Context: an optimization exercise on an open-source flow, tuned for small area, a short achievable clock period and few clock cycles per item. The choices shown serve that exercise and are no tape-out recipe.
At most, simulation tests tie the RTL to the original design; equivalence was not proved.
Only the layout flow was run in runs 4 to 6; the RTL was not checked for function there.

## flow/standard.sh

```bash
#!/bin/bash
# synth_recipe.tcl (not shown) runs the flow's synth.tcl, then flattens the netlist and writes it again
# the make line also repeats each setting of config.mk as NAME=value (left out here)
make -C /OpenROAD-flow-scripts/flow DESIGN_CONFIG=/design/flow/config.mk WORK_HOME=/design/flow/orfs CLKGATE_MAP_FILE= SYNTH_SCRIPT=/design/flow/synth_recipe.tcl "${@:-finish}"
```

## flow/flow/run.sh

```bash
#!/bin/bash
# The standard layout, with a plain small buffer (buf_1) on each port
# instead of the flow's default port buffer. Everything else is unchanged.
set -euo pipefail
bash standard.sh "BUFFER_PORTS_ARGS=-buffer_cell sky130_fd_sc_hd__buf_1" finish > standard.log 2>&1
```

## flow/config.mk

```make
export PLATFORM = sky130hd
export DESIGN_NAME = carry_norm
export DESIGN_NICKNAME = carry_norm
export VERILOG_FILES = /design/flow/design.v
export SDC_FILE = /design/flow/constraint.sdc
export NUM_CORES = 4
export LEC_CHECK = 0
export ABC_AREA = 1
export CAP_MARGIN = 20
export CORE_MARGIN = 2
export CORE_UTILIZATION = 40
export CTS_CLUSTER_SIZE = 30
export SETUP_SLACK_MARGIN = 2
export SLEW_MARGIN = 20
```

## flow/design.v

```verilog
module carry_norm (
    input  wire        clk,
    input  wire        rst,
    input  wire        in_valid,
    output reg         in_ready,
    input  wire [63:0] in_data,
    input  wire        in_last,
    output reg         out_valid,
    input  wire        out_ready,
    output wire [63:0] out_digit,
    output reg         out_last,
    output reg         out_err,
    output reg         out_topovf
);
    localparam [1:0] S_IDLE = 2'd0, S_RSH = 2'd1, S_ADD = 2'd2, S_DIV = 2'd3;
    reg        v0;
    reg [63:0] x0;
    reg        l0;
    reg        drop;         
    reg        cz;           
    reg        cbig;         
    reg [15:0] cs;           
    reg [63:0] c;            
    reg [6:0]  odig;         
    reg        ofull;
    reg        osf1, osf2, osf3;    
    reg        ssf;                 
    reg        sv;           
    reg [6:0]  sdig;
    reg        slast, serr, stop, sfull;
    reg [1:0]  st;           
    reg [6:0]  cnt;          
    reg [3:0]  dly;          
    reg        sgn;          
    reg        rb, stk;      
    reg        cy;           
    reg        vneg;         
    assign out_digit = {c[63:50] & {14{osf3}}, c[49:36] & {14{osf2}},
                        c[35:22] & {14{osf1}}, c[21:7] & {15{ofull}}, odig};
    wire accept  = in_valid && in_ready;
    wire rd      = out_valid && out_ready;
    wire room    = !(out_valid && sv);                   
    wire qempty  = !out_valid && !sv;
    wire fullpend = (out_valid && ofull) || (sv && sfull);
    function fast_win;                  
        input [63:0] x;
        fast_win = (x[62:52] < 11'd1022) || (!x[63] && x[62:52] <= 11'd1043);
    endfunction
    function is_bad;                    
        input [63:0] x;
        is_bad = (x[62:52] == 11'd2047) || (x[62:52] > 11'd1086) ||
                 ((x[62:52] == 11'd1086) && !(x[63] && x[51:0] == 52'd0));
    endfunction
    function drain_f;
        input        v, idle, dr, rm, fp, cz_, cb, last, win, bad;
        drain_f = v && idle &&
                  (dr || (rm && (bad || (win && (cz_ || !cb) && !(last && fp)))));
    endfunction
    wire        f_sign = x0[63];
    wire [10:0] f_exp  = x0[62:52];
    wire [52:0] f_mant = {f_exp != 11'd0, x0[51:0]};
    wire        f_tiny = (f_exp < 11'd1022);
    wire        f_win  = fast_win(x0);
    wire        f_bad  = is_bad(x0);
    wire        fast   = f_win && (cz || !cbig);
    wire        idle   = (st == S_IDLE);
    wire        drain  = drain_f(v0, idle, drop, room, fullpend, cz, cbig, l0, f_win, f_bad);
    wire        start_slow = v0 && idle && !drop && !f_bad && !fast && qempty;
    wire [4:0]  sh5   = 5'd19 - f_exp[4:0];             
    wire [21:0] tsh   = f_mant[52:31] >> sh5;
    wire [20:0] ip    = f_tiny ? 21'd0 : tsh[21:1];
    wire        rbit  = !f_tiny && tsh[0];
    reg  [21:0] smask;
    integer k;
    always @(*)
        for (k = 0; k < 22; k = k + 1)
            smask[k] = (k <= sh5);
    wire        stkf  = (|f_mant[29:0]) || (|(f_mant[51:30] & smask));
    wire        rupf  = rbit & (stkf | ip[0]);
    wire [15:0] cadd  = cz ? 16'd0 : cs;
    reg  [21:0] fv;
    reg         rc;
    integer j;
    always @(*) begin
        rc = rupf;
        for (j = 0; j < 22; j = j + 1) begin
            fv[j] = (j < 21 ? ip[j] : 1'b0) ^ (j < 16 ? cadd[j] : 1'b0) ^ rc;
            rc    = ((j < 21 ? ip[j] : 1'b0) & (j < 16 ? cadd[j] : 1'b0)) |
                    (((j < 21 ? ip[j] : 1'b0) | (j < 16 ? cadd[j] : 1'b0)) & rc);
        end
    end
    wire [15:0] fq    = fv / 22'd100;
    wire [6:0]  fr    = fv % 22'd100;
    wire        ftop  = (fv[21:7] != 15'd0) || (fv[6:0] > 7'd99);
    wire        a_bit  = ((dly == 4'd0) ? x0[0] : 1'b0) ^ sgn;
    wire        b_bit  = cz ? 1'b0 : cbig ? c[0] : (cnt[6:4] == 3'd0) && cs[cnt[3:0]];
    wire        rup_s  = rb & (stk | x0[0]);
    wire        c_in   = (cnt == 7'd0) ? (rup_s ^ sgn) : cy;
    wire        s_bit  = a_bit ^ b_bit ^ c_in;
    wire        s_cy   = (a_bit & b_bit) | (a_bit & c_in) | (b_bit & c_in);
    wire        s_64   = sgn ^ (cbig & b_bit) ^ s_cy;    
    wire        s_ovf  = (s_64 != s_bit);
    wire [63:0] vfin   = {s_bit, c[63:1]};
    wire        vtop   = vfin[63] || (|vfin[62:7]) || (vfin[6:0] > 7'd99);
    wire [7:0]  d_t    = {(cnt == 7'd0) ? 7'd0 : cs[6:0], c[63] ^ vneg};
    wire        d_ge   = (d_t >= 8'd100);
    wire [7:0]  d_r    = d_ge ? d_t - 8'd100 : d_t;
    wire [6:0]  d_fin  = vneg ? 7'd99 - d_r[6:0] : d_r[6:0];
    wire        add_end = (st == S_ADD) && (cnt == 7'd63);
    wire        div_end = (st == S_DIV) && (cnt == 7'd63);
    reg         wr;                      
    reg  [6:0]  nd;
    reg         nlast, nerr, ntop, nfull, nsf;
    reg         pop;                     
    reg         n_drop, n_cz, n_cbig;
    always @(*) begin
        wr = 1'b0; nd = 7'd0; nlast = 1'b0; nerr = 1'b0; ntop = 1'b0; nfull = 1'b0;
        nsf = 1'b0;
        pop = 1'b0;
        n_drop = drop; n_cz = cz; n_cbig = cbig;
        if (drain) begin
            pop = 1'b1;
            if (drop) begin
                if (l0) n_drop = 1'b0;
            end else if (f_bad) begin
                wr = 1'b1; nerr = 1'b1; nlast = 1'b1;
                n_cz = 1'b1; n_cbig = 1'b0; n_drop = !l0;
            end else begin
                wr = 1'b1; nlast = l0; nfull = l0; ntop = l0 && ftop;
                nd = l0 ? fv[6:0] : fr;
                n_cz = l0; n_cbig = 1'b0;
            end
        end
        if (add_end) begin
            if (s_ovf) begin
                pop = 1'b1; wr = 1'b1; nerr = 1'b1; nlast = 1'b1;
                n_cz = 1'b1; n_cbig = 1'b0; n_drop = !l0;
            end else if (l0) begin
                pop = 1'b1; wr = 1'b1; nlast = 1'b1; nfull = 1'b1; ntop = vtop;
                nsf = 1'b1;
                nd = vfin[6:0];
                n_cz = 1'b1; n_cbig = 1'b0;
            end
        end
        if (div_end) begin
            pop = 1'b1; wr = 1'b1; nd = d_fin;
            n_cz = 1'b0; n_cbig = 1'b1;
        end
    end
    wire n_ov   = (out_valid && !rd) || sv || wr;
    wire n_sv   = (out_valid && !rd && (sv || wr)) || (sv && wr);
    wire n_keep = v0 && !pop;            
    wire n_idle = !(start_slow || (!idle && !(add_end && (s_ovf || l0)) && !div_end));
    wire in_win = (in_data[62:52] <= 11'd1043) &&
                  (!in_data[63] || in_data[62:52] < 11'd1022);
    wire room0 = !((out_valid || wr) && (out_valid && (sv || wr)));
    wire room1 = !((sv || wr) && (sv && wr));
    wire fp0   = (out_valid && ofull) || (sv && sfull) || (wr && nfull);
    wire fp1   = (sv && sfull) || (wr && nfull);
    wire czb   = n_cz || !n_cbig;
    wire dn0   = n_idle && (n_drop || (room0 && in_win && czb && !(in_last && fp0)));
    wire dn1   = n_idle && (n_drop || (room1 && in_win && czb && !(in_last && fp1)));
    wire do0   = !n_keep || drain_f(1'b1, n_idle, n_drop, room0, fp0, n_cz, n_cbig, l0, f_win, f_bad);
    wire do1   = !n_keep || drain_f(1'b1, n_idle, n_drop, room1, fp1, n_cz, n_cbig, l0, f_win, f_bad);
    wire r0    = in_ready ? (in_valid ? dn0 : do0) : do0;
    wire r1    = in_ready ? (in_valid ? dn1 : do1) : do1;
    wire n_ready = (out_ready && out_valid) ? r1 : r0;
    always @(posedge clk) begin
        if (rst) begin
            v0         <= 1'b0;
            in_ready   <= 1'b1;
            drop       <= 1'b0;
            cz         <= 1'b1;
            cbig       <= 1'b0;
            st         <= S_IDLE;
            out_valid  <= 1'b0;
            sv         <= 1'b0;
        end else begin
            v0        <= accept || n_keep;
            in_ready  <= n_ready;
            drop      <= n_drop;
            cz        <= n_cz;
            cbig      <= n_cbig;
            out_valid <= n_ov;
            sv        <= n_sv;
            if (start_slow)
                st <= (f_exp >= 11'd1075) ? S_ADD : S_RSH;
            case (st)
                S_RSH: if (cnt == 7'd1) st <= S_ADD;
                S_ADD: if (add_end) st <= (s_ovf || l0) ? S_IDLE : S_DIV;
                S_DIV: if (div_end) st <= S_IDLE;
                default: ;
            endcase
        end
    end
    always @(posedge clk) begin
        if (in_ready) begin
            x0 <= in_data;
            l0 <= in_last;
        end
        if (rd || !out_valid) begin
            if (sv) begin
                odig <= sdig; out_last <= slast; out_err <= serr;
                out_topovf <= stop; ofull <= sfull;
                osf1 <= ssf; osf2 <= ssf && slast; osf3 <= ssf && !serr;
            end else begin
                odig <= nd; out_last <= nlast; out_err <= nerr;
                out_topovf <= ntop; ofull <= nfull;
                osf1 <= nsf; osf2 <= nsf && nlast; osf3 <= nsf && !nerr;
            end
        end
        if (wr && (sv || (out_valid && !rd))) begin
            sdig <= nd; slast <= nlast; serr <= nerr; stop <= ntop; sfull <= nfull;
            ssf <= nsf;
        end
        if (drain && !drop && !f_bad) begin
            if (l0)
                c[21:0] <= fv;
            else
                cs <= fq;
        end
        if (start_slow) begin
            x0[63:52] <= {11'd0, f_exp != 11'd0};
            sgn       <= f_sign;
            rb        <= 1'b0;
            stk       <= 1'b0;
            cnt       <= 7'd0;
            if (f_exp >= 11'd1075) begin
                dly <= f_exp[3:0] - 4'd3;                     
            end else begin
                dly <= 4'd0;
                cnt <= f_tiny ? 7'd54 : 7'd51 - f_exp[6:0];  
            end
        end
        case (st)
            S_RSH: begin
                stk <= stk | rb;
                rb  <= x0[0];
                x0  <= {1'b0, x0[63:1]};
                cnt <= cnt - 7'd1;
            end
            S_ADD: begin
                if (dly == 4'd0)
                    x0 <= {1'b0, x0[63:1]};
                else
                    dly <= dly - 4'd1;
                c    <= vfin;
                cy   <= s_cy;
                cnt  <= add_end ? 7'd0 : cnt + 7'd1;
                vneg <= s_bit;
            end
            S_DIV: begin
                c   <= {c[62:0], d_ge ^ vneg};
                cs[6:0] <= d_r[6:0];
                cnt <= cnt + 7'd1;
            end
            default: ;
        endcase
    end
endmodule
```

## flow/constraint.sdc

```tcl
create_clock -name core_clock -period 100.0 [get_ports {clk}]
set_input_delay 20.0000 -clock core_clock [delete_from_list [all_inputs] [get_ports {clk}]]
set_output_delay 20.0000 -clock core_clock [all_outputs]
set_load 0.01 [all_outputs]
```

==> notes.md, run 1 <==
Status:
- The flow ran to the end and the layout has no timing, DRC or antenna violations.

Placement:
- The number of port buffers is around 140.
- The congestion estimate from routability-driven global placement came to ~0.89.
- The placed instances occupy a cell area of around 0.016 mm2.
- The detailed-placement wirelength estimate is 31600 um.

Detailed routing:
- For this run, the detailed router's first-pass iteration total came to 7.
- For this block, the routed nets add up to between 40000 and 50000 um of wire.
- Dividing the detail-routed wire length by the instance count gives 15.1 um.
- For this run, design rule violations remaining after detail routing come to 0.
- The mean number of vias per cell is 5.20.
- Once detail routing completed, the nets flagged for antenna violations numbered 0.
- The total via count after detailed routing is approximately 14k.
- After the first detailed-routing iteration, the DRC count stood at 980.

STA:
- The worst path needs 21.72 ns of the cycle, external delays included.
- The final hold violation count came to 0.
- The worst relative slew slack is 0.299.
- At the pin with the least slew margin, the transition time is 1.05 ns.
- After routing, the total negative slack on setup checks comes to 0 ns.
- Setup repair after global routing left no endpoint under its margin.
- On the final layout, the worst hold slack is 0.476 ns.
- Based on the critical path, the design can be clocked at up to 46.0 MHz.
- Setup violations remaining at the end of the flow were counted as 0.
- Clock skew on the completed layout was measured at around 0.016 ns.
- Of the available clock period, the critical path in the final layout requires 0.217.
- The count of final max-slew check failures was 0.

Setup path:
- The signal on the critical path passes through nand2_1, inv_1, buf_1.
- The biggest fanout along the worst timing path is 17.
- The number of buffers and inverters on the critical path is 2.
- The largest single stage delay on the critical path is 0.85 ns.
- Data on the critical path arrives at its endpoint at between 1.5 and 2 ns.
- The critical path capture point type is an output pin.
- The family with the most delay on the worst path is flip-flops.
- The critical path is of the flop to output pin type.
- The nature of the critical path startpoint is a flop.
- The worst path required time is 80.00 ns.
- The slowest stage of the critical path is the sky130_fd_sc_hd__edfxtp_1 cell.

Logic synthesis:
- The post-synthesis area per instance is ~7.2 um2.
- The fraction of the mapped netlist area in simple logic gates is 0.321.
- Of the synthesized area, sequential elements account for 0.338.
- The number of flops mapped to enable cells by yosys is 119.
- After synthesis, the largest family of logic cells by area is simple AND/OR/NAND/NOR gates.
- The flip-flop cell with the highest count after synthesis is sky130_fd_sc_hd__edfxtp_1.
- After synthesis, the share of cell area in mux cells is 0.00331.
- Counting flops with an async set or reset pin after synthesis yields a share of 0.
- After synthesis the cells add up to about 0.015 mm2.
- The net count of the mapped netlist is 2227.
- The number of distinct library cell variants in the gate-level netlist after synthesis is 68.
- Of the total synthesized cell area, the portion taken by XOR and XNOR cells is 0.0116.
- The count of warnings emitted by yosys is 1.
- The post-synthesis adder-cell area fraction is 0.0431.
- The fraction of the mapped netlist area in compound gates is 0.178.
- The cell count after synthesis came out at 2116.
- The post-synthesis sequential element count is 196.

Clock tree:
- The clock tree synthesis step divided the H-tree into 4 levels.
- The buffer type at the clock tree root is sky130_fd_sc_hd__clkbuf_16.
- The later-pin clock latency in the skew report is 0.47 ns.
- Clock-pin slew was measured on the worst setup and hold paths at about 0.080 ns.
- After clock tree synthesis, the setup repair step added 0 buffers.
- The TritonCTS sink count is ~200.
- In this run, post-CTS repair resized a total of 0 instances.
- The clock tree from TritonCTS is built.
- Buffers inserted during clock tree synthesis total 17.
- After clock tree synthesis, the flow added hold-fix buffers numbering 0.
- In this run the deepest clock path goes through 2 buffers.

Finish:
- The most common cell after layout, fill and taps aside is sky130_fd_sc_hd__nand2_1.
- The area overhead of the layout relative to synthesis is 10.2%.
- Leaving out fill and tap cells, the most frequent cells in the layout are 532 x sky130_fd_sc_hd__nand2_1, 307 x sky130_fd_sc_hd__inv_1, 201 x sky130_fd_sc_hd__o21ai_0, 144 x sky130_fd_sc_hd__nor2_1, 137 x sky130_fd_sc_hd__buf_1.
- The antenna diode instance count is 0.
- In the final design database the tool counted 2318 nets.
- The final design utilization is 0.445.
- The total non-filler cell area in the finished layout is 0.0167 mm2.
- The count of filler cells inserted in the layout is 3894.
- Of the cells placed in the final design, the portion with a size suffix greater than 1 is 0.105.

Floorplan:
- The number of standard-cell rows in the floorplan is 71.
- The die is 199 um wide.
- The die extent in y is between 150 and 200 um.
- The number of I/O pins is between 100 and 150.
- The floorplan step defined a die boundary enclosing 0.0394 mm2.
- The initial core utilization is 0.404.
- The area of the placeable core is approximately 0.037 mm2.

Global route:
- The number of antenna violations at the first check in global routing came to 0.
- The first global-routing pass estimated 68100 um of wire.
- The global router's overall resource usage is 0.215.
- The via count of the first global-routing pass was 13.5k.
- The total overflow left after global routing is 0.
- Entering global routing, the biggest net connects 64 pins.

Flow run:
- Across the run, the number of max-cap violations was 0.

Worst hold path:
- The kind of path behind the tightest hold check is flop to flop.
==> cells by family after synthesis <==
kind of cell    Yosys count
flops                   196
simple gates            982
fa+ha+maj                42
mux                       5
compound gates          455
buf+inv                 416
xor+xnor                 20
==> metal layers <==
metal,GRT usage,routed length [um],up-vias
li1,-,-,7211
met1,0.274,18800,6581
met2,0.371,19700,339
met3,0.0346,1730,72
met4,0.0724,1100,0
met5,0,0,-
==> layout make-up <==
type                       instances  area (um2)  area share
multi-input combinational       1504        8440       0.506
sequential                       196        5110       0.307
inverter                         340        1290      0.0773
tap                              511         639      0.0383
timing repair buffer             148         597      0.0358
clock buffer                      20         489      0.0293
clock inverter                    12         109     0.00653
==> registers in the layout (all words and copies together), names as in the netlist, 2 cells and up <==
name	flops
dly	4
cnt	7
sdig	7
c	64
x0	64
st	2
odig	7
cs	16
==> through the flow <==
stage / worst slack [ns] / cells
3_5_place_dp: 78.38 / 2699
5_1_grt: 78.16 / 2731
6_report: 78.28 / 2731
2_1_floorplan: 78.83 / 2116
4_1_cts: 78.23 / 2731
3_3_place_gp: 78.44 / 2699
==> path summary, 6_finish.rpt <==
check,startpoint,to,slack [ns],depth (start not counted)
min reg2reg,dly[0]$_DFF_P_,dly[0]$_DFF_P_,0.48,1
max reg2reg,x0[53]$_DFF_P_,odig[3]$_DFFE_PN_,81.80,108
max,ofull$_DFFE_PN_,out_digit[7],78.28,3
min,dly[0]$_DFF_P_,dly[0]$_DFF_P_,0.48,1
==> Yosys cell counts (18+ instances only) <==
master,n,share of area
sky130_fd_sc_hd__a21oi_1,52,0.017
sky130_fd_sc_hd__a22oi_1,22,0.011
sky130_fd_sc_hd__clkbuf_1,63,0.016
sky130_fd_sc_hd__dfxtp_1,77,0.10
sky130_fd_sc_hd__edfxtp_1,119,0.24
sky130_fd_sc_hd__ha_1,25,0.021
sky130_fd_sc_hd__inv_1,309,0.077
sky130_fd_sc_hd__inv_2,21,0.0052
sky130_fd_sc_hd__nand2_1,533,0.13
sky130_fd_sc_hd__nand2_2,55,0.023
sky130_fd_sc_hd__nand2_4,41,0.030
sky130_fd_sc_hd__nand3_1,84,0.028
sky130_fd_sc_hd__nand4_1,25,0.010
sky130_fd_sc_hd__nor2_1,144,0.036
sky130_fd_sc_hd__nor4_1,25,0.010
sky130_fd_sc_hd__o21ai_0,201,0.066
sky130_fd_sc_hd__o21ai_1,18,0.0060
sky130_fd_sc_hd__o22ai_1,81,0.033
Testbench counts, summed over its fixed seeds: cycles 18,530, items 18,514.
==> run 2, diff against run 1 <==
--- a/flow/config.mk
+++ b/flow/config.mk
@@ -9,6 +9,5 @@
 export CAP_MARGIN = 20
 export CORE_MARGIN = 2
 export CORE_UTILIZATION = 40
-export CTS_CLUSTER_SIZE = 30
 export SETUP_SLACK_MARGIN = 2
 export SLEW_MARGIN = 20
==> run 2 against run 1 <==
Net effect:
- count of clock-buffer cells in the layout did not move
- non-clock buffer count did not move
- routed wire length did not move
- area after synthesis did not move
- flip-flop and latch count did not move
- clock skew did not move
- fmax did not move
- via count did not move
==> notes.md, run 2 <==
Status:
- The run finished with no timing, DRC or antenna violations.

Finish:
- The count of filler cells inserted in the layout is 3894 (unchanged).
- The largest registers in the layout are c (64), x0 (64), cs (16).
- The antenna diode instance count came to 0 (unchanged).
- The total non-filler cell area in the finished layout is 0.0167 mm2 (unchanged).
- The area overhead of the layout relative to synthesis is 10.2% (unchanged).
- The fraction of layout instances using a drive strength above 1 is 0.105 (unchanged).
- In the layout the commonest cells are 532 x sky130_fd_sc_hd__nand2_1, 307 x sky130_fd_sc_hd__inv_1, 201 x sky130_fd_sc_hd__o21ai_0, 144 x sky130_fd_sc_hd__nor2_1, 137 x sky130_fd_sc_hd__buf_1.
- The layout net count is 2318 (unchanged).
- The sequential cell area was 0.00511 mm2 (unchanged).
- The most common cell after layout, fill and taps aside is sky130_fd_sc_hd__nand2_1.
- The area of the multi-input gates is 0.00844 mm2 (unchanged).
- The number of standard cells in the layout, taps in and fillers out came to 2731 (unchanged).

Clock tree:
- The later-pin clock latency in the skew report came to 0.47 ns (about the same).
- The clock tree from TritonCTS is built.
- The hold-fix buffer count after cts was 0 (unchanged).
- The number of buffers on the longest clock path is 2 (unchanged).
- The quantity of gates resized following cts was 0 (unchanged).
- The TritonCTS sink count is 196 (unchanged).
- The number of buffers added for setup after CTS came to 0 (unchanged).
- The buffer type at the clock tree root is sky130_fd_sc_hd__clkbuf_16.
- The clock buffer count from CTS came to 17 (unchanged).
- The number of H-tree branching levels came to 4 (unchanged).
- The clock-pin slew of the registers on the worst-case setup and hold paths is 0.08 ns (about the same).

Floorplan:
- The number of I/O pins is 138 (unchanged).
- The initial core utilization is 0.404 (unchanged).
- The area of the die is 0.0394 mm2 (unchanged).
- The die extent in y came to 199 um (unchanged).
- The number of standard-cell rows in the floorplan is 71 (unchanged).
- The area of the placeable core was 0.0375 mm2 (unchanged).
- The width of the die is 199 um (unchanged).

Detailed routing:
- The total length of routed wires is 41300 um (unchanged).
- The number of DRC markers after the initial detailed-route iteration was 980 (unchanged).
- The mean number of vias per cell is 5.20 (unchanged).
- The first-pass iteration count of the detailed router is 7 (unchanged).
- The count of antenna-violating nets left after detailed routing came to 0 (unchanged).
- The residual DRC count came to 0 (unchanged).
- The total via count after detailed routing came to 14.2k (unchanged).
- The per-cell routed wire length is 15.1 um (unchanged).

Placement:
- The final weighted congestion in routability-driven placement was 0.889 (unchanged).
- The instance area after placement came to 0.0161 mm2 (unchanged).
- The cell total after placement is 2699 (unchanged).
- The detailed-placement wirelength estimate is 31600 um (unchanged).
- The number of port buffers is 137 (unchanged).

Logic synthesis:
- The net count of the mapped netlist is 2227 (unchanged).
- The number of distinct library cell variants in the gate-level netlist after synthesis was 68 (unchanged).
- The post-synthesis sequential element count is 196 (unchanged).
- In the post-synthesis netlist, the biggest area contributors are sky130_fd_sc_hd__edfxtp_1 24%, sky130_fd_sc_hd__nand2_1 13%, sky130_fd_sc_hd__dfxtp_1 10%, sky130_fd_sc_hd__inv_1 7.7%, sky130_fd_sc_hd__o21ai_0 6.6%.
- The post-synthesis area per instance is 7.15 um2 (unchanged).
- The top-area cell type share of the netlist area is 0.236 (unchanged).
- The synthesized area is 0.0151 mm2 (unchanged).
- The number of flops mapped to enable cells by yosys is 119 (unchanged).
- The share of synthesized area occupied by flip-flops and latches was 0.338 (unchanged).
- The count of warnings emitted by yosys came to 1 (unchanged).
- The flip-flop cell with the highest count after synthesis is sky130_fd_sc_hd__edfxtp_1.
- The leading area contributor after synthesis is sky130_fd_sc_hd__edfxtp_1.
- The leading cell type by number of instances after synthesis is sky130_fd_sc_hd__nand2_1.
- Ranked by instance count, the synthesized netlist is headed by 533 x sky130_fd_sc_hd__nand2_1, 309 x sky130_fd_sc_hd__inv_1, 201 x sky130_fd_sc_hd__o21ai_0.
- The cell count after synthesis is 2116 (unchanged).
- The share of flip-flops with an asynchronous set or reset came to 0 (unchanged).

STA:
- The worst relative slew slack is 0.299 (unchanged).
- The count of final max-slew check failures is 0 (unchanged).
- The maximum clock frequency is 46.0 MHz (unchanged).
- Setup repair after global routing left no endpoint under its margin.
- The setup clock skew after layout is 0.0162 ns (unchanged).
- The final critical path time including I/O delays and setup is 21.72 ns (unchanged).
- The count of final setup violators is 0 (unchanged).
- The share of the clock period used by the worst path after layout is 0.217 (unchanged).
- The final hold violation count is 0 (unchanged).
- The summed negative setup slack over all endpoints was 0 ns (unchanged).
- The worst-margin pin slew is 1.05 ns (unchanged).

Setup path:
- The critical path class is flop to output pin.
- The worst path required time is 80.00 ns (about the same).
- The critical path capture point type is an output pin.
- The buffer and inverter count on the worst path is 2 (unchanged).
- STA classifies the critical path startpoint as a flop.
- The delay of the slowest cell on the worst path is 0.85 ns (about the same).
- The biggest fanout along the worst timing path came to 17 (unchanged).
- Walking the worst path, the cells encountered are nand2_1, inv_1, buf_1.
- In this design, the largest share of critical-path delay is due to flip-flops.
- The cell at the slowest stage of the critical path is sky130_fd_sc_hd__edfxtp_1.
- The arrival time reported for the critical path endpoint is 1.72 ns (about the same).

Worst hold path:
- The kind of path behind the tightest hold check is flop to flop.

Global route:
- The via count of the first global-routing pass is 13.5k (unchanged).
- The global router's overall resource usage is 0.215 (unchanged).
- The global-route wire length before repair is 68100 um (unchanged).
- The number of antenna violations at the first check in global routing is 0 (unchanged).
- The total grt overflow is 0 (unchanged).
- The largest net degree at the start of global routing is 64 (unchanged).

Flow run:
- The max capacitance violation total came to 0 (unchanged).
[run 2: cell counts after synthesis]
Identical to the previous run, type by type.
[run 2: through the flow]
stage          hold slack (ns)  utilization  setup WS [ns]
2_1_floorplan            0.430            -          78.83
3_3_place_gp             0.451        0.429          78.44
3_5_place_dp             0.456        0.429          78.38
4_1_cts                  0.472        0.445          78.23
5_1_grt                  0.486        0.445          78.16
6_report                 0.476        0.445          78.28
[run 2: final timing paths]
| path | to | startpoint | slack (ns) | cells past startpoint |
|---|---|---|---|---|
| min reg2reg | dly[0]$_DFF_P_ | dly[0]$_DFF_P_ | 0.48 | 1 |
| max reg2reg | odig[3]$_DFFE_PN_ | x0[53]$_DFF_P_ | 81.80 | 108 |
| max | out_digit[7] | ofull$_DFFE_PN_ | 78.28 | 3 |
| min | dly[0]$_DFF_P_ | dly[0]$_DFF_P_ | 0.48 | 1 |
[run 2: cell type report]
class | count | area share
Tap cell | 511 | 0.0383
Multi-Input combinational cell | 1504 | 0.506
Timing Repair Buffer | 148 | 0.0358
Clock buffer | 20 | 0.0293
Inverter | 340 | 0.0773
Sequential cell | 196 | 0.307
Clock inverter | 12 | 0.00653
[run 2: metal layers]
| metal | track usage | wire length, um |
|---|---|---|
| met2 | 0.371 | 19700 |
| met4 | 0.0724 | 1100 |
| met5 | 0 | 0 |
| met1 | 0.274 | 18800 |
| met3 | 0.0346 | 1730 |
[run 2: cell families after synthesis]
family / after synthesis / synth area share
simple gates: 982 / 0.321
compound gates: 455 / 0.178
buf+inv: 416 / 0.105
fa+ha+maj: 42 / 0.0431
mux: 5 / 0.00331
xor+xnor: 20 / 0.0116
flops: 196 / 0.338
==> run 3, diff against run 2 <==
--- a/flow/design.v
+++ b/flow/design.v
@@ -194,7 +194,7 @@
         end
     end
     always @(posedge clk) begin
-        if (in_ready) begin
+        if (!v0 || drain) begin
             x0 <= in_data;
             l0 <= in_last;
         end
==> run 3 against run 2 <==
Net effect:
- still clean
- hold slack worse by 0.013 ns
- area after synthesis is 2.3% lower
- critical path depth stayed put
- critical path type unchanged
- largest cell class unchanged
- highest routed layer unchanged
==> notes.md, run 3 <==
Logic synthesis:
- The share of flip-flops with an asynchronous set or reset is 0 (unchanged).
- The flip-flop cell with the highest count after synthesis is sky130_fd_sc_hd__edfxtp_1.
- The count of warnings emitted by yosys came to 1 (unchanged).
- The post-synthesis sequential element count is 196 (unchanged).
- The share of synthesized area occupied by flip-flops and latches is 0.346 (+0.00780).
- The number of distinct library cell variants in the gate-level netlist after synthesis is 57 (-16%).
- The synthesized area is 0.0148 mm2 (-2.3%).
- The commonest cells after synthesis are 535 x sky130_fd_sc_hd__nand2_1, 281 x sky130_fd_sc_hd__inv_1, 244 x sky130_fd_sc_hd__o21ai_0.
- The top-area cell type share of the netlist area is 0.242 (+0.00545).
- The cell count after synthesis is 2137 (+0.99%).
- Yosys attributes the largest share of cell area to sky130_fd_sc_hd__edfxtp_1 24%, sky130_fd_sc_hd__nand2_1 14%, sky130_fd_sc_hd__dfxtp_1 10%, sky130_fd_sc_hd__o21ai_0 8.3%, sky130_fd_sc_hd__inv_1 7.1%.
- The leading area contributor after synthesis is sky130_fd_sc_hd__edfxtp_1.
- The number of flops mapped to enable cells by yosys is 119 (unchanged).
- The post-synthesis area per instance is 6.92 um2 (-3.2%).
- The net count of the mapped netlist came to 2248 (+0.94%).
- Among all cell types in the netlist, the one instantiated most often is sky130_fd_sc_hd__nand2_1.

Global route:
- The global-route wire length before repair was 68700 um (+0.80%).
- The number of antenna violations at the first check in global routing came to 0 (unchanged).
- The global router's overall resource usage is 0.217 (+0.00239).
- The total grt overflow is 0 (unchanged).
- The via count of the first global-routing pass is 13.6k (+0.68%).
- The largest net degree at the start of global routing was 67 (+4.7%).

Clock tree:
- The later-pin clock latency in the skew report is 0.47 ns (about the same).
- The clock-pin slew of the registers on the worst-case setup and hold paths is 0.08 ns (about the same).
- The TritonCTS sink count is 196 (unchanged).
- The clock tree from TritonCTS is built.
- The hold-fix buffer count after cts is 0 (unchanged).
- The quantity of gates resized following cts is 0 (unchanged).
- The number of buffers on the longest clock path was 2 (unchanged).
- The clock buffer count from CTS was 17 (unchanged).
- The cell sitting at the root of the clock tree is a sky130_fd_sc_hd__clkbuf_16.
- The number of H-tree branching levels was 4 (unchanged).
- The number of buffers added for setup after CTS is 0 (unchanged).

Floorplan:
- The initial core utilization came to 0.405 (+0.00133).
- The area of the die is 0.0385 mm2 (-2.2%).
- The width of the die came to 196 um (-1.1%).
- The number of I/O pins is 138 (unchanged).
- The die extent in y is 196 um (-1.1%).
- The area of the placeable core is 0.0365 mm2 (-2.6%).
- The number of standard-cell rows in the floorplan came to 70 (-1.4%).

Placement:
- The final weighted congestion in routability-driven placement is 0.951 (+7.0%).
- The detailed-placement wirelength estimate was 31200 um (-1.2%).
- The number of port buffers is 137 (unchanged).
- The instance area after placement is 0.0157 mm2 (-2.6%).

Setup path:
- The worst path required time came to 80.00 ns (about the same).
- The critical path is of the flop to output pin type.
- The critical path launch point is ofull$_DFFE_PN_.
- The biggest fanout along the worst timing path was 16 (-1).
- The nature of the critical path startpoint is a flop.
- The arrival time reported for the critical path endpoint is 1.67 ns (-0.05 ns).
- The start of the worst register-to-register path is x0[54]$_DFF_P_.
- The worst setup path is captured at an output pin.

STA:
- The count of final max-slew check failures came to 0 (unchanged).
- The summed negative setup slack over all endpoints is 0 ns (unchanged).
- The share of the clock period used by the worst path after layout came to 0.217 (-0.000571).
- The worst-margin pin slew came to 0.886 ns (-0.166 ns).
- The final hold violation count was 0 (unchanged).
- The maximum clock frequency is 46.2 MHz (+0.26%).
- The count of final setup violators was 0 (unchanged).
- The worst relative slew slack was 0.408 (+0.109).
- The setup clock skew after layout was 0.0137 ns (-0.00246 ns).
- Setup repair after global routing left no endpoint under its margin.
- The final critical path time including I/O delays and setup came to 21.67 ns (-0.0571 ns).

Finish:
- The area overhead of the layout relative to synthesis is 9.91%.
- The antenna diode instance count came to 0 (unchanged).
- The sequential cell area is 0.00511 mm2 (unchanged).
- The total non-filler cell area in the finished layout is 0.0163 mm2 (-2.5%).
- The fraction of layout instances using a drive strength above 1 is 0.0773 (-0.0277).
- The area of the multi-input gates is 0.00821 mm2 (-2.7%).
- The layout net count came to 2337 (+0.82%).
- In the layout the commonest cells are 533 x sky130_fd_sc_hd__nand2_1, 280 x sky130_fd_sc_hd__inv_1, 243 x sky130_fd_sc_hd__o21ai_0, 209 x sky130_fd_sc_hd__nor2_1, 137 x sky130_fd_sc_hd__buf_1.
- The largest registers in the layout are c (64), x0 (64), cs (16).
- The most common cell after layout, fill and taps aside is sky130_fd_sc_hd__nand2_1.
- The count of filler cells inserted in the layout was 3777 (-3.0%).

Worst hold path:
- The start point of the worst hold path is dly[0]$_DFF_P_.
- The kind of path behind the tightest hold check is flop to flop.

Detailed routing:
- The total via count after detailed routing is 14.5k (+1.8%).
- The mean number of vias per cell was 5.34 (+2.7%).
- The total length of routed wires was 41500 um (+0.41%).
- The first-pass iteration count of the detailed router is 5 (-2).
- The count of antenna-violating nets left after detailed routing is 0 (unchanged).
- The residual DRC count is 0 (unchanged).
- The per-cell routed wire length is 15.3 um (+1.3%).
- The number of DRC markers after the initial detailed-route iteration is 1265 (+29%).

Status:
- The flow ran to the end and the layout has no timing, DRC or antenna violations.

Flow run:
- The max capacitance violation total came to 0 (unchanged).
[run 3: cell types whose count changed in the layout (fill, tap and decap cells not counted), sizes merged, moves of 9 or more]
cell,previous run,this run
nand3,105,146
o22ai,81,43
nand2,631,599
o21ai,223,251
a21oi,52,43
nor2,161,224
inv,339,300
[run 3: logic make-up after synthesis]
group                    Yosys count  share of synthesized area
AO/OA/AOI/OAI                    435                      0.170
XOR/XNOR                          20                     0.0118
adder cells (fa/ha/maj)           42                     0.0441
buffers and inverters            384                      0.100
flip-flops                       196                      0.346
multiplexers                       5                    0.00338
AND/OR/NAND/NOR                 1055                      0.325
[run 3: through the flow]
stage	hold WS, ns	cells	worst slack [ns]	util
after floorplan	0.430	2137	78.57	-
after global placement	0.444	2675	78.12	0.429
after detailed placement	0.451	2675	78.06	0.429
after CTS	0.463	2707	78.29	0.445
after global routing	0.482	2707	78.20	0.445
final	0.463	2707	78.33	0.445
[run 3: worst max-delay path, cell delays in order, from the launching register on]
cell and delay (ns):
sky130_fd_sc_hd__edfxtp_1 0.80, sky130_fd_sc_hd__nand2_1 0.13, sky130_fd_sc_hd__inv_1 0.11, sky130_fd_sc_hd__buf_1 0.16
[run 3: final timing paths]
path | end | slack (ns) | cells past startpoint
min reg2reg | dly[0]$_DFF_P_ | 0.46 | 1
min | dly[0]$_DFF_P_ | 0.46 | 1
max | out_digit[7] | 78.33 | 3
max reg2reg | odig[5]$_DFFE_PN_ | 82.18 | 110
[run 3: final cells by class]
type,count,area share
Inverter,303,0.0699
Clock buffer,19,0.0282
Tap cell,468,0.0360
Multi-Input combinational cell,1557,0.505
Timing Repair Buffer,151,0.0381
Sequential cell,196,0.315
Clock inverter,13,0.00846
[run 3: routing by layer]
metal	vias up	track usage	share of wire
li1	7301	-	-
met2	378	0.369	0.48
met4	0	0.0603	0.017
met5	-	0	0
met3	53	0.0308	0.045
met1	6728	0.290	0.46
Testbench counts of run 3, summed over its fixed seeds: cycles 18,530, items 18,514.
==> run 4, diff against run 3 <==
--- a/flow/design.v
+++ b/flow/design.v
@@ -25,6 +25,7 @@
     reg        ofull;
     reg        osf1, osf2, osf3;    
     reg        ssf;                 
+    reg        ofm;                 
     reg        sv;           
     reg [6:0]  sdig;
     reg        slast, serr, stop, sfull;
@@ -36,7 +37,7 @@
     reg        cy;           
     reg        vneg;         
     assign out_digit = {c[63:50] & {14{osf3}}, c[49:36] & {14{osf2}},
-                        c[35:22] & {14{osf1}}, c[21:7] & {15{ofull}}, odig};
+                        c[35:22] & {14{osf1}}, c[21:7] & {15{ofm}}, odig};
     wire accept  = in_valid && in_ready;
     wire rd      = out_valid && out_ready;
     wire room    = !(out_valid && sv);                   
@@ -203,10 +204,12 @@
                 odig <= sdig; out_last <= slast; out_err <= serr;
                 out_topovf <= stop; ofull <= sfull;
                 osf1 <= ssf; osf2 <= ssf && slast; osf3 <= ssf && !serr;
+                ofm <= sfull && !serr;
             end else begin
                 odig <= nd; out_last <= nlast; out_err <= nerr;
                 out_topovf <= ntop; ofull <= nfull;
                 osf1 <= nsf; osf2 <= nsf && nlast; osf3 <= nsf && !nerr;
+                ofm <= nfull && !nerr;
             end
         end
         if (wr && (sv || (out_valid && !rd))) begin
==> run 4 against run 3 <==
Net effect:
- worst setup slack gained 0.14 ns
- count of clock-buffer cells in the layout shrank 2
- cell count is essentially flat
- synthesized cell count shrank 2.2%
- die area grew 1.9%
- clock skew grew 0.0025 ns
- critical path depth is the same
- register-to-register slack lost 1.2 ns
- global-route usage grew 0.082 points
==> notes.md, run 4 <==
Floorplan:
- The number of standard-cell rows in the floorplan was 71 (+1.4%).
- The area of the placeable core is 0.0374 mm2 (+2.4%).
- The area of the die is 0.0393 mm2 (+1.9%).
- The number of I/O pins was 138 (unchanged).
- The initial core utilization is 0.403 (-0.00174).
- The width of the die is 198 um (+0.96%).
- The die extent in y is 198 um (+0.96%).

STA:
- The final critical path time including I/O delays and setup is 21.53 ns (-0.141 ns).
- The worst relative slew slack was 0.290 (-0.118).
- The worst hold slack came to 0.467 ns (+0.00397 ns).
- The worst-margin pin slew came to 1.05 ns (+0.169 ns).
- The count of final setup violators is 0 (unchanged).
- The summed negative setup slack over all endpoints is 0 ns (unchanged).
- Setup repair after global routing left no endpoint under its margin.
- The final hold violation count is 0 (unchanged).
- The share of the clock period used by the worst path after layout was 0.215 (-0.00141).
- The count of final max-slew check failures is 0 (unchanged).
- The maximum clock frequency is 46.5 MHz (+0.65%).
- The setup clock skew after layout is 0.0162 ns (+0.00246 ns).

Detailed routing:
- The count of antenna-violating nets left after detailed routing is 0 (unchanged).
- The per-cell routed wire length is 15.5 um (+1.1%).
- The first-pass iteration count of the detailed router came to 5 (unchanged).
- The number of DRC markers after the initial detailed-route iteration is 938 (-26%).
- The total length of routed wires is 42000 um (+1.1%).
- The total via count after detailed routing is 14.2k (-1.8%).
- The residual DRC count came to 0 (unchanged).
- The mean number of vias per cell came to 5.24 (-1.8%).

Logic synthesis:
- The post-synthesis sequential element count is 197 (+0.51%).
- The cell count after synthesis was 2089 (-2.2%).
- The synthesized area came to 0.0151 mm2 (+2.0%).
- The number of flops mapped to enable cells by yosys is 120 (+0.84%).
- Yosys instantiated no cell more often than sky130_fd_sc_hd__nand2_1.
- The post-synthesis area per instance is 7.22 um2 (+4.3%).
- The net count of the mapped netlist is 2200 (-2.1%).
- The count of warnings emitted by yosys is 1 (unchanged).
- By count the netlist is led by 459 x sky130_fd_sc_hd__nand2_1, 293 x sky130_fd_sc_hd__inv_1, 231 x sky130_fd_sc_hd__o21ai_0.
- The top-area cell type share of the netlist area is 0.239 (-0.00266).
- The number of distinct library cell variants in the gate-level netlist after synthesis is 73 (+28%).
- The share of synthesized area occupied by flip-flops and latches came to 0.341 (-0.00466).
- In the synthesized netlist the dominant register cell turns out to be sky130_fd_sc_hd__edfxtp_1.
- The synthesized design spends more area on one cell type than any other, namely sky130_fd_sc_hd__edfxtp_1.
- The share of flip-flops with an asynchronous set or reset is 0 (unchanged).
- Ranked by total cell area, the synthesized netlist is headed by sky130_fd_sc_hd__edfxtp_1 24%, sky130_fd_sc_hd__nand2_1 11%, sky130_fd_sc_hd__dfxtp_1 10%, sky130_fd_sc_hd__o21ai_0 7.7%, sky130_fd_sc_hd__inv_1 7.3%.

Clock tree:
- The clock-pin slew of the registers on the worst-case setup and hold paths is 0.08 ns (about the same).
- The clock buffer count from CTS is 17 (unchanged).
- TritonCTS built the clock tree.
- The later-pin clock latency in the skew report is 0.46 ns (about the same).
- The quantity of gates resized following cts is 0 (unchanged).
- The number of H-tree branching levels is 4 (unchanged).
- The number of buffers added for setup after CTS came to 0 (unchanged).
- The TritonCTS sink count is 197 (+0.51%).
- The hold-fix buffer count after cts came to 0 (unchanged).
- The buffer type at the clock tree root is sky130_fd_sc_hd__clkbuf_16.
- The number of buffers on the longest clock path is 2 (unchanged).

Finish:
- In the layout the commonest cells are 458 x sky130_fd_sc_hd__nand2_1, 293 x sky130_fd_sc_hd__inv_1, 231 x sky130_fd_sc_hd__o21ai_0, 188 x sky130_fd_sc_hd__nor2_1, 137 x sky130_fd_sc_hd__buf_1.
- The library cell used most frequently in the layout, excluding fill and tap cells, is sky130_fd_sc_hd__nand2_1.
- The largest registers in the layout are c (64), x0 (64), cs (16).
- The total non-filler cell area in the finished layout is 0.0166 mm2 (+1.9%).
- The area overhead of the layout relative to synthesis is 9.84% (about the same).
- The number of standard cells in the layout, taps in and fillers out is 2708 (+0.037%).
- The antenna diode instance count came to 0 (unchanged).
- The count of filler cells inserted in the layout is 3834 (+1.5%).
- The layout net count is 2295 (-1.8%).
- The fraction of layout instances using a drive strength above 1 is 0.110 (+0.0324).
- The area of the multi-input gates came to 0.00836 mm2 (+1.8%).
- The sequential cell area came to 0.00514 mm2 (+0.59%).

Status:
- The run finished with no timing, DRC or antenna violations.

Global route:
- The total grt overflow was 0 (unchanged).
- The largest net degree at the start of global routing was 69 (+3.0%).
- The via count of the first global-routing pass is 13.7k (+0.71%).
- The number of antenna violations at the first check in global routing is 0 (unchanged).
- The global-route wire length before repair was 69400 um (+1.1%).
- The global router's overall resource usage is 0.218 (+0.000823).

Setup path:
- The worst setup path is launched from a flop.
- The buffer and inverter count on the worst path came to 2 (unchanged).
- The cell at the slowest stage of the critical path is sky130_fd_sc_hd__edfxtp_1.
- Grouping stages by cell kind, the critical path spends the most delay in flip-flops.
- The arrival time reported for the critical path endpoint was 1.53 ns (-0.14 ns).
- The critical path capture point type is an output pin.
- The worst path required time is 80.00 ns (about the same).
- The signal on the critical path passes through nand2_1, inv_1, buf_1.
- The critical path class is flop to output pin.
- The delay of the slowest cell on the worst path is 0.71 ns (-0.09 ns).
- The biggest fanout along the worst timing path was 15 (-1).

Placement:
- The cell total after placement is 2676 (+0.037%).
- The instance area after placement is 0.0160 mm2 (+2.1%).
- The final weighted congestion in routability-driven placement came to 0.919 (-3.3%).
- The number of port buffers is 137 (unchanged).
- The detailed-placement wirelength estimate came to 32400 um (+3.8%).

Worst hold path:
- The min-delay analysis places its worst path in the category flop to flop.

Flow run:
- The max capacitance violation total is 0 (unchanged).
==> run 4: cell count changes in the layout (fill, tap and decap cells not counted), moves of 6 or more <==
| cell | before | now |
|---|---|---|
| sky130_fd_sc_hd__a21oi_1 | 43 | 33 |
| sky130_fd_sc_hd__a31oi_1 | 13 | 7 |
| sky130_fd_sc_hd__inv_1 | 280 | 293 |
| sky130_fd_sc_hd__nand2_1 | 533 | 458 |
| sky130_fd_sc_hd__nand2_2 | 45 | 79 |
| sky130_fd_sc_hd__nand2_4 | 21 | 30 |
| sky130_fd_sc_hd__nand3_1 | 134 | 111 |
| sky130_fd_sc_hd__nor2_1 | 209 | 188 |
| sky130_fd_sc_hd__nor2_4 | 1 | 12 |
| sky130_fd_sc_hd__nor3_1 | 11 | 17 |
| sky130_fd_sc_hd__o21ai_0 | 243 | 231 |
| sky130_fd_sc_hd__o22ai_1 | 43 | 55 |
==> run 4: per-stage QoR <==
step / utilization / setup slack, ns
final: 0.443 / 78.47
after CTS: 0.443 / 78.41
after global placement: 0.428 / 78.35
after floorplan: - / 78.73
after global routing: 0.443 / 78.32
after detailed placement: 0.428 / 78.28
==> run 4: layout make-up <==
cell class / count / share of cell area
clock buffers: 17 / 0.0257
clock inverters: 15 / 0.00883
inverters: 322 / 0.0751
multi-input cells: 1496 / 0.504
flip-flops and latches: 197 / 0.310
well taps: 511 / 0.0386
repair buffers: 150 / 0.0369
==> run 4: kinds of logic after synthesis <==
kind of cell	share of synthesized area
fa+ha+maj	0.0433
flops	0.341
xor+xnor	0.0151
compound gates	0.171
mux	0.00332
simple gates	0.320
buf+inv	0.106
==> run 4: worst paths after layout <==
check | start | to | slack [ns] | cells after the start
worst min-delay path | dly[0]$_DFF_P_ | dly[0]$_DFF_P_ | 0.47 | 1
worst max-delay path | ofm$_DFFE_PN_ | out_digit[7] | 78.47 | 3
worst max register to register | x0[54]$_DFF_P_ | odig[3]$_DFFE_PN_ | 81.03 | 110
worst min register to register | dly[0]$_DFF_P_ | dly[0]$_DFF_P_ | 0.47 | 1
==> run 4: worst reg2reg max path, delay by kind of cell (launching register included) <==
| kind | cells | cell delay (ns) |
|---|---|---|
| buffers and inverters | 4 | 1.22 |
| adders and majority gates | 21 | 7.90 |
| and+or+nand+nor | 81 | 8.72 |
| AOI/OAI and AO/OA | 4 | 0.58 |
| DFF | 1 | 0.32 |
==> run 4: per-layer routing <==
metal / up-vias / GRT usage / wire, um
met5: - / 0 / 0
met4: 0 / 0.0596 / 754
met3: 43 / 0.0279 / 1870
met2: 385 / 0.380 / 20400
met1: 6606 / 0.284 / 19000
li1: 7166 / - / -
==> run 5, diff against run 4 <==
--- a/flow/config.mk
+++ b/flow/config.mk
@@ -8,6 +8,6 @@
 export ABC_AREA = 1
 export CAP_MARGIN = 20
 export CORE_MARGIN = 2
-export CORE_UTILIZATION = 40
+export CORE_UTILIZATION = 60
 export SETUP_SLACK_MARGIN = 2
 export SLEW_MARGIN = 20
==> run 5 against run 4 <==
Net effect:
- still clean
- clock skew is 0.0023 ns higher
- critical path depth did not move
- global-route usage grew 9.4 points
- design area fell by 1.2%
- non-clock buffer count down 1
- critical endpoint unchanged
- highest routed layer unchanged
==> notes.md, run 5 <==
Status:
- The flow ran to the end and the layout has no timing, DRC or antenna violations.

STA:
- The maximum clock frequency is 46.5 MHz (about the same).
- The summed negative setup slack over all endpoints is 0 ns (unchanged).
- The count of final max-slew check failures was 0 (unchanged).
- The worst relative slew slack was 0.383 (+0.0932).
- The least setup slack across all paths after layout is 78.47 ns (-0.000200 ns).
- The worst-margin pin slew is 0.926 ns (-0.129 ns).
- The final hold violation count is 0 (unchanged).
- The final critical path time including I/O delays and setup is 21.53 ns (+0.000200 ns).
- The share of the clock period used by the worst path after layout is 0.215 (about the same).
- Setup repair after global routing left no endpoint under its margin.
- The count of final setup violators was 0 (unchanged).
- The setup clock skew after layout is 0.0185 ns (+0.00228 ns).

Logic synthesis:
- The fraction of the mapped netlist area in simple logic gates was 0.320 (unchanged).
- By count the netlist is led by 459 x sky130_fd_sc_hd__nand2_1, 293 x sky130_fd_sc_hd__inv_1, 231 x sky130_fd_sc_hd__o21ai_0.
- The cell count after synthesis is 2089 (unchanged).
- The share of synthesized area occupied by flip-flops and latches is 0.341 (unchanged).
- The synthesized area is 0.0151 mm2 (unchanged).
- The post-synthesis xor/xnor area fraction is 0.0151 (unchanged).
- The fraction of the mapped netlist area in compound gates is 0.171 (unchanged).
- The count of warnings emitted by yosys is 1 (unchanged).
- The post-synthesis sequential element count came to 197 (unchanged).
- The flip-flop cell with the highest count after synthesis is sky130_fd_sc_hd__edfxtp_1.
- The largest family of logic cells by synthesized area is simple AND/OR/NAND/NOR gates.
- By area the synthesized netlist is led by sky130_fd_sc_hd__edfxtp_1 24%, sky130_fd_sc_hd__nand2_1 11%, sky130_fd_sc_hd__dfxtp_1 10%, sky130_fd_sc_hd__o21ai_0 7.7%, sky130_fd_sc_hd__inv_1 7.3%.
- By instance count, the leading cell after synthesis is sky130_fd_sc_hd__nand2_1.
- The top-area cell type share of the netlist area came to 0.239 (unchanged).
- The share of flip-flops with an asynchronous set or reset is 0 (unchanged).
- The number of distinct library cell variants in the gate-level netlist after synthesis came to 73 (unchanged).
- The portion of netlist area occupied by mux cells is 0.00332 (unchanged).
- The number of flops mapped to enable cells by yosys came to 120 (unchanged).
- The net count of the mapped netlist was 2200 (unchanged).
- The leading area contributor after synthesis is sky130_fd_sc_hd__edfxtp_1.
- The post-synthesis area per instance is 7.22 um2 (unchanged).
- The post-synthesis adder-cell area fraction was 0.0433 (unchanged).

Finish:
- The fraction of layout instances using a drive strength above 1 came to 0.109 (-0.000861).
- The total non-filler cell area in the finished layout came to 0.0164 mm2 (-1.2%).
- Relative to the synthesized area, the layout overhead comes to 8.54%.
- The antenna diode instance count was 0 (unchanged).
- In the layout the commonest cells are 458 x sky130_fd_sc_hd__nand2_1, 293 x sky130_fd_sc_hd__inv_1, 230 x sky130_fd_sc_hd__o21ai_0, 188 x sky130_fd_sc_hd__nor2_1, 137 x sky130_fd_sc_hd__buf_1.
- The layout net count is 2294 (-0.044%).
- The most common cell after layout, fill and taps aside is sky130_fd_sc_hd__nand2_1.
- The largest registers in the layout are c (64), x0 (64), cs (16).

Floorplan:
- The area of the die is 0.0264 mm2 (-33%).
- The area of the placeable core is 0.0250 mm2 (-33%).
- The number of I/O pins came to 138 (unchanged).
- The die extent in y is 163 um (-18%).
- The number of standard-cell rows in the floorplan was 58 (-18%).
- The width of the die is 163 um (-18%).
- The initial core utilization is 0.604 (+0.201).

Detailed routing:
- The residual DRC count was 0 (unchanged).
- The mean number of vias per cell is 5.71 (+8.8%).
- The total length of routed wires is 40900 um (-2.4%).
- The count of antenna-violating nets left after detailed routing was 0 (unchanged).
- The first-pass iteration count of the detailed router is 6 (+1).
- The per-cell routed wire length came to 16.2 um (+4.6%).
- The number of DRC markers after the initial detailed-route iteration was 1215 (+30%).
- The total via count after detailed routing is 14.4k (+1.5%).

Clock tree:
- The number of buffers added for setup after CTS is 0 (unchanged).
- The hold-fix buffer count after cts was 0 (unchanged).
- The later-pin clock latency in the skew report is 0.45 ns (about the same).
- The clock-pin slew of the registers on the worst-case setup and hold paths is 0.08 ns (about the same).
- The clock tree from TritonCTS is built.
- The quantity of gates resized following cts is 0 (unchanged).
- The TritonCTS sink count is 197 (unchanged).
- The tree is rooted in a sky130_fd_sc_hd__clkbuf_16.
- The number of H-tree branching levels is 4 (unchanged).
- The number of buffers on the longest clock path is 2 (unchanged).
- The clock buffer count from CTS was 17 (unchanged).

Placement:
- The pre-CTS setup slack is 78.38 ns (+0.101 ns).
- The instance area after placement is 0.0158 mm2 (-1.5%).
- The final weighted congestion in routability-driven placement was 0.933 (+1.5%).
- The number of port buffers is 137 (unchanged).
- The detailed-placement wirelength estimate was 31000 um (-4.2%).

Setup path:
- The critical path capture point type is an output pin.
- The worst path required time is 80.00 ns (about the same).
- The arrival time reported for the critical path endpoint is 1.53 ns (about the same).
- The biggest fanout along the worst timing path was 15 (unchanged).
- The nature of the critical path startpoint is a flop.
- The critical path is of the flop to output pin type.

Global route:
- The largest net degree at the start of global routing is 69 (unchanged).
- The via count of the first global-routing pass is 13.4k (-2.4%).
- The global router's overall resource usage is 0.312 (+0.0935).
- The global-route wire length before repair was 67100 um (-3.3%).
- The number of antenna violations at the first check in global routing came to 0 (unchanged).
- The total grt overflow came to 0 (unchanged).

Worst hold path:
- The kind of path behind the tightest hold check is flop to flop.

Flow run:
- The max capacitance violation total is 0 (unchanged).
==> run 5: cell types whose count changed in the layout (fill, tap and decap cells not counted), sizes merged <==
cell and delta:
inv +1, clkinv +1, buf -1, clkinvlp -2
==> run 5: area by class of cell <==
| class | instances | area [um2] |
|---|---|---|
| clock buffer | 17 | 425 |
| clock inverter | 15 | 189 |
| fill | 2297 | 8590 |
| inverter | 322 | 1240 |
| multi-input combinational | 1496 | 8350 |
| sequential | 197 | 5140 |
| tap | 330 | 413 |
| timing repair buffer | 149 | 604 |
==> run 5: layer usage <==
metal,GRT usage,part of all wire,up-vias
li1,-,-,7176
met5,0,0,-
met3,0.0418,0.061,57
met2,0.526,0.47,494
met1,0.422,0.45,6690
met4,0.0885,0.021,0
==> run 5: kinds of logic (layout without fill, tap and decap cells) <==
family / count (synthesis) / after routing
AOI/OAI and AO/OA: 431 / 431
xor gates and xnor gates: 26 / 26
adders and majority gates: 42 / 42
buffers and inverters: 396 / 503
DFF: 197 / 197
muxes: 5 / 5
and+or+nand+nor: 992 / 992
==> run 5: final timing paths <==
kind	depth (start not counted)	slack (ns)	endpoint	startpoint
hold / removal	1	0.46	dly[0]$_DFF_P_	dly[0]$_DFF_P_
setup reg to reg	115	81.02	odig[3]$_DFFE_PN_	x0[54]$_DFF_P_
hold reg to reg	1	0.46	dly[0]$_DFF_P_	dly[0]$_DFF_P_
setup / recovery	3	78.47	out_digit[7]	ofm$_DFFE_PN_
==> run 5: critical path: stages (launching register included) <==
cell                       delay [ns]
sky130_fd_sc_hd__edfxtp_1        0.74
sky130_fd_sc_hd__nand2_1         0.13
sky130_fd_sc_hd__inv_1           0.08
sky130_fd_sc_hd__buf_1           0.14
==> run 5: metrics by stage <==
stage,hold WS (ns),std cells,utilization
2_1_floorplan,0.432,2089,-
3_3_place_gp,0.451,2494,0.631
3_5_place_dp,0.454,2494,0.631
4_1_cts,0.463,2526,0.656
5_1_grt,0.518,2526,0.656
6_report,0.462,2526,0.656
==> run 6, diff against run 5 <==
--- a/flow/design.v
+++ b/flow/design.v
@@ -23,9 +23,9 @@
     reg [63:0] c;            
     reg [6:0]  odig;         
     reg        ofull;
-    reg        osf1, osf2, osf3;    
+    reg        ofl1, ofl2, ofl3;
+    reg        osf1, osf2, osf3, osf4, osf5, osf6;
     reg        ssf;                 
-    reg        ofm;                 
     reg        sv;           
     reg [6:0]  sdig;
     reg        slast, serr, stop, sfull;
@@ -36,8 +36,11 @@
     reg        rb, stk;      
     reg        cy;           
     reg        vneg;         
-    assign out_digit = {c[63:50] & {14{osf3}}, c[49:36] & {14{osf2}},
-                        c[35:22] & {14{osf1}}, c[21:7] & {15{ofm}}, odig};
+    assign out_digit = {c[63:57] & {7{osf6}}, c[56:50] & {7{osf5}},
+                        c[49:43] & {7{osf4}}, c[42:36] & {7{osf3}},
+                        c[35:29] & {7{osf2}}, c[28:22] & {7{osf1}},
+                        c[21:18] & {4{ofl3}}, c[17:14] & {4{ofl2}},
+                        c[13:11] & {3{ofl1}}, c[10:7] & {4{ofull}}, odig};
     wire accept  = in_valid && in_ready;
     wire rd      = out_valid && out_ready;
     wire room    = !(out_valid && sv);                   
@@ -195,7 +198,7 @@
         end
     end
     always @(posedge clk) begin
-        if (!v0 || drain) begin
+        if (in_ready) begin
             x0 <= in_data;
             l0 <= in_last;
         end
@@ -204,12 +207,18 @@
                 odig <= sdig; out_last <= slast; out_err <= serr;
                 out_topovf <= stop; ofull <= sfull;
                 osf1 <= ssf; osf2 <= ssf && slast; osf3 <= ssf && !serr;
-                ofm <= sfull && !serr;
+                osf4 <= ssf && (slast || stop); osf5 <= ssf && slast && !serr;
+                osf6 <= ssf && !(serr && stop);
+                ofl1 <= slast && !serr; ofl2 <= sfull && (slast || stop);
+                ofl3 <= (sfull || serr) && !serr;
             end else begin
                 odig <= nd; out_last <= nlast; out_err <= nerr;
                 out_topovf <= ntop; ofull <= nfull;
                 osf1 <= nsf; osf2 <= nsf && nlast; osf3 <= nsf && !nerr;
-                ofm <= nfull && !nerr;
+                osf4 <= nsf && (nlast || ntop); osf5 <= nsf && nlast && !nerr;
+                osf6 <= nsf && !(nerr && ntop);
+                ofl1 <= nlast && !nerr; ofl2 <= nfull && (nlast || ntop);
+                ofl3 <= (nfull || nerr) && !nerr;
             end
         end
         if (wr && (sv || (out_valid && !rd))) begin
--- a/flow/config.mk
+++ b/flow/config.mk
@@ -8,6 +8,7 @@
 export ABC_AREA = 1
 export CAP_MARGIN = 20
 export CORE_MARGIN = 2
-export CORE_UTILIZATION = 60
+export CORE_UTILIZATION = 40
+export CTS_BUF_LIST = sky130_fd_sc_hd__clkbuf_8
 export SETUP_SLACK_MARGIN = 2
 export SLEW_MARGIN = 20
==> run 6 against run 5 <==
Net effect:
- design area grew 2.7%
- via count increased by 0.46%
- sequential share of layout area rose by 0.061 points
- synthesized cell count grew 1.5%
- register-to-register slack worse by 0.47 ns
- largest cell class unchanged
- highest routed layer unchanged
==> notes.md, run 6 <==
Status:
- The flow ran to the end and the layout has no timing, DRC or antenna violations.

Setup path:
- The worst path required time is 80.00 ns (about the same).
- The number of cells on the worst reg-to-reg path came to 112 (-2.6%).
- The worst register-to-register path begins at x0[54]$_DFF_P_.
- The critical path launch point is in_ready$_SDFF_PP1_.
- Among cell families on the critical path, the largest total delay comes from flip-flops.
- The nature of the critical path startpoint is a flop.
- The critical path capture point type is an output pin.

Logic synthesis:
- The top-area cell type share of the netlist area is 0.249 (+0.0106).
- The commonest cells after synthesis are 538 x sky130_fd_sc_hd__nand2_1, 319 x sky130_fd_sc_hd__inv_1, 236 x sky130_fd_sc_hd__o21ai_0.
- The number of distinct library cell variants in the gate-level netlist after synthesis was 68 (-6.8%).
- The net count of the mapped netlist came to 2232 (+1.5%).
- The share of flip-flops with an asynchronous set or reset is 0 (unchanged).
- The count of warnings emitted by yosys is 1 (unchanged).
- The post-synthesis area per instance is 7.09 um2 (-1.8%).
- The number of flops mapped to enable cells by yosys is 125 (+4.2%).
- The leading cell type by number of instances after synthesis is sky130_fd_sc_hd__nand2_1.
- In the post-synthesis netlist, the biggest area contributors are sky130_fd_sc_hd__edfxtp_1 25%, sky130_fd_sc_hd__nand2_1 13%, sky130_fd_sc_hd__dfxtp_1 10%, sky130_fd_sc_hd__inv_1 8.0%, sky130_fd_sc_hd__o21ai_0 7.8%.

Clock tree:
- The later-pin clock latency in the skew report was 0.57 ns (+0.12 ns).
- The hold-fix buffer count after cts was 0 (unchanged).
- The buffer type at the clock tree root is sky130_fd_sc_hd__clkbuf_8.
- The number of buffers on the longest clock path is 3 (+1).
- The TritonCTS sink count is 202 (+2.5%).
- The clock buffer count from CTS was 41 (+24).
- TritonCTS built the clock tree.

STA:
- The worst-margin pin slew is 1.09 ns (+0.165 ns).
- The final critical path time including I/O delays and setup is 21.63 ns (+0.104 ns).
- The share of the clock period used by the worst path after layout is 0.216 (+0.00104).
- The count of final max-slew check failures was 0 (unchanged).
- The worst hold slack is 0.443 ns (-0.0194 ns).
- The maximum clock frequency is 46.2 MHz (-0.48%).
- Setup repair after global routing left no endpoint under its margin.

Global route:
- The global router's overall resource usage was 0.220 (-0.0919).
- The largest net degree at the start of global routing was 100 (+45%).
- The global-route wire length before repair was 69800 um (+4.0%).
- The number of antenna violations at the first check in global routing came to 0 (unchanged).

Finish:
- Compared with the post-synthesis result, the final layout area differs by 11.8%.
- The antenna diode instance count is 0 (unchanged).
- The fraction of layout instances using a drive strength above 1 is 0.0911 (-0.0177).
- The library cell used most frequently in the layout, excluding fill and tap cells, is sky130_fd_sc_hd__nand2_1.

Worst hold path:
- In this run the worst hold path is classified as flop to flop.

Detailed routing:
- The number of DRC markers after the initial detailed-route iteration is 967 (-20%).
- The per-cell routed wire length is 15.7 um (-3.4%).

Placement:
- The final weighted congestion in routability-driven placement is 0.913 (-2.2%).
- The detailed-placement wirelength estimate was 32600 um (+4.9%).
-- run 6: layer usage --
| metal | wire [um] | global-route usage |
|---|---|---|
| met5 | 0 | 0 |
| met4 | 1390 | 0.0813 |
| met3 | 2240 | 0.0332 |
| met2 | 19900 | 0.371 |
| met1 | 19400 | 0.285 |
-- run 6: worst paths after layout --
check | endpoint | slack (ns)
max | in_ready | 78.37
min | sgn$_DFFE_PP_ | 0.44
max reg2reg | odig[3]$_DFFE_PN_ | 80.55
min reg2reg | sgn$_DFFE_PP_ | 0.44
-- run 6: logic make-up after synthesis --
| group | Yosys count | synth area share |
|---|---|---|
| buf+inv | 415 | 0.105 |
| mux | 6 | 0.00399 |
| flops | 202 | 0.352 |
| simple gates | 964 | 0.298 |
| fa+ha+maj | 42 | 0.0434 |
| xor+xnor | 21 | 0.0122 |
| compound gates | 471 | 0.186 |
-- run 6: layout make-up --
type | instances | area [um2] | area share
Inverter | 343 | 1290 | 0.0768
Sequential cell | 202 | 5300 | 0.315
Clock buffer | 46 | 633 | 0.0376
Multi-Input combinational cell | 1504 | 8200 | 0.487
Clock inverter | 30 | 220 | 0.0131
Timing Repair Buffer | 147 | 589 | 0.0350
Tap cell | 474 | 593 | 0.0353
-- run 6: metrics by stage --
step,util,cells,setup WS [ns],instance area (um2)
after detailed placement,0.428,2670,78.23,16000
after CTS,0.451,2746,78.32,16800
after global routing,0.451,2746,78.24,16800
after floorplan,-,2121,78.78,15000
after global placement,0.428,2670,78.28,16000
final,0.451,2746,78.37,16800

## re-timing with driven ports
No port has a modelled driver above. Below, the same layouts with a new extraction and two added sets of constraints.
Step 1 assumes that a clkbuf_16 drives the clock port and a buf_2 every other input.
Step 2, shift: input delay + t, output delay - t, t = (earliest + latest rising clock arrival at the registers) / 2. This alone moves slack from input paths to output paths.
Slacks: ideal / step 1 / step 2; pairs: ideal / step 1.
| run | shift t [ns] | setup slack, ns | worst register clock-pin slew, ns | pins driven straight from the clock port |
|---|---|---|---|---|
| run 1 | 0.506 | 78.275 / 78.226 / 78.353 | 0.08 / 0.08 | 1 |
| run 2 | 0.506 | 78.275 / 78.226 / 78.353 | 0.08 / 0.08 | 1 |
| run 3 | 0.516 | 78.332 / 78.280 / 77.995 | 0.08 / 0.08 | 1 |
| run 4 | 0.502 | 78.473 / 78.424 / 78.297 | 0.08 / 0.08 | 1 |
| run 5 | 0.492 | 78.472 / 78.423 / 78.368 | 0.09 / 0.09 | 1 |
| run 6 | 0.605 | 78.369 / 78.320 / 78.261 | 0.06 / 0.06 | 1 |
After both steps every run listed still meets setup and hold. For run 3, which loses most, drivers alone change the setup slack by -0.052 ns; drivers and shift together by -0.337 ns.
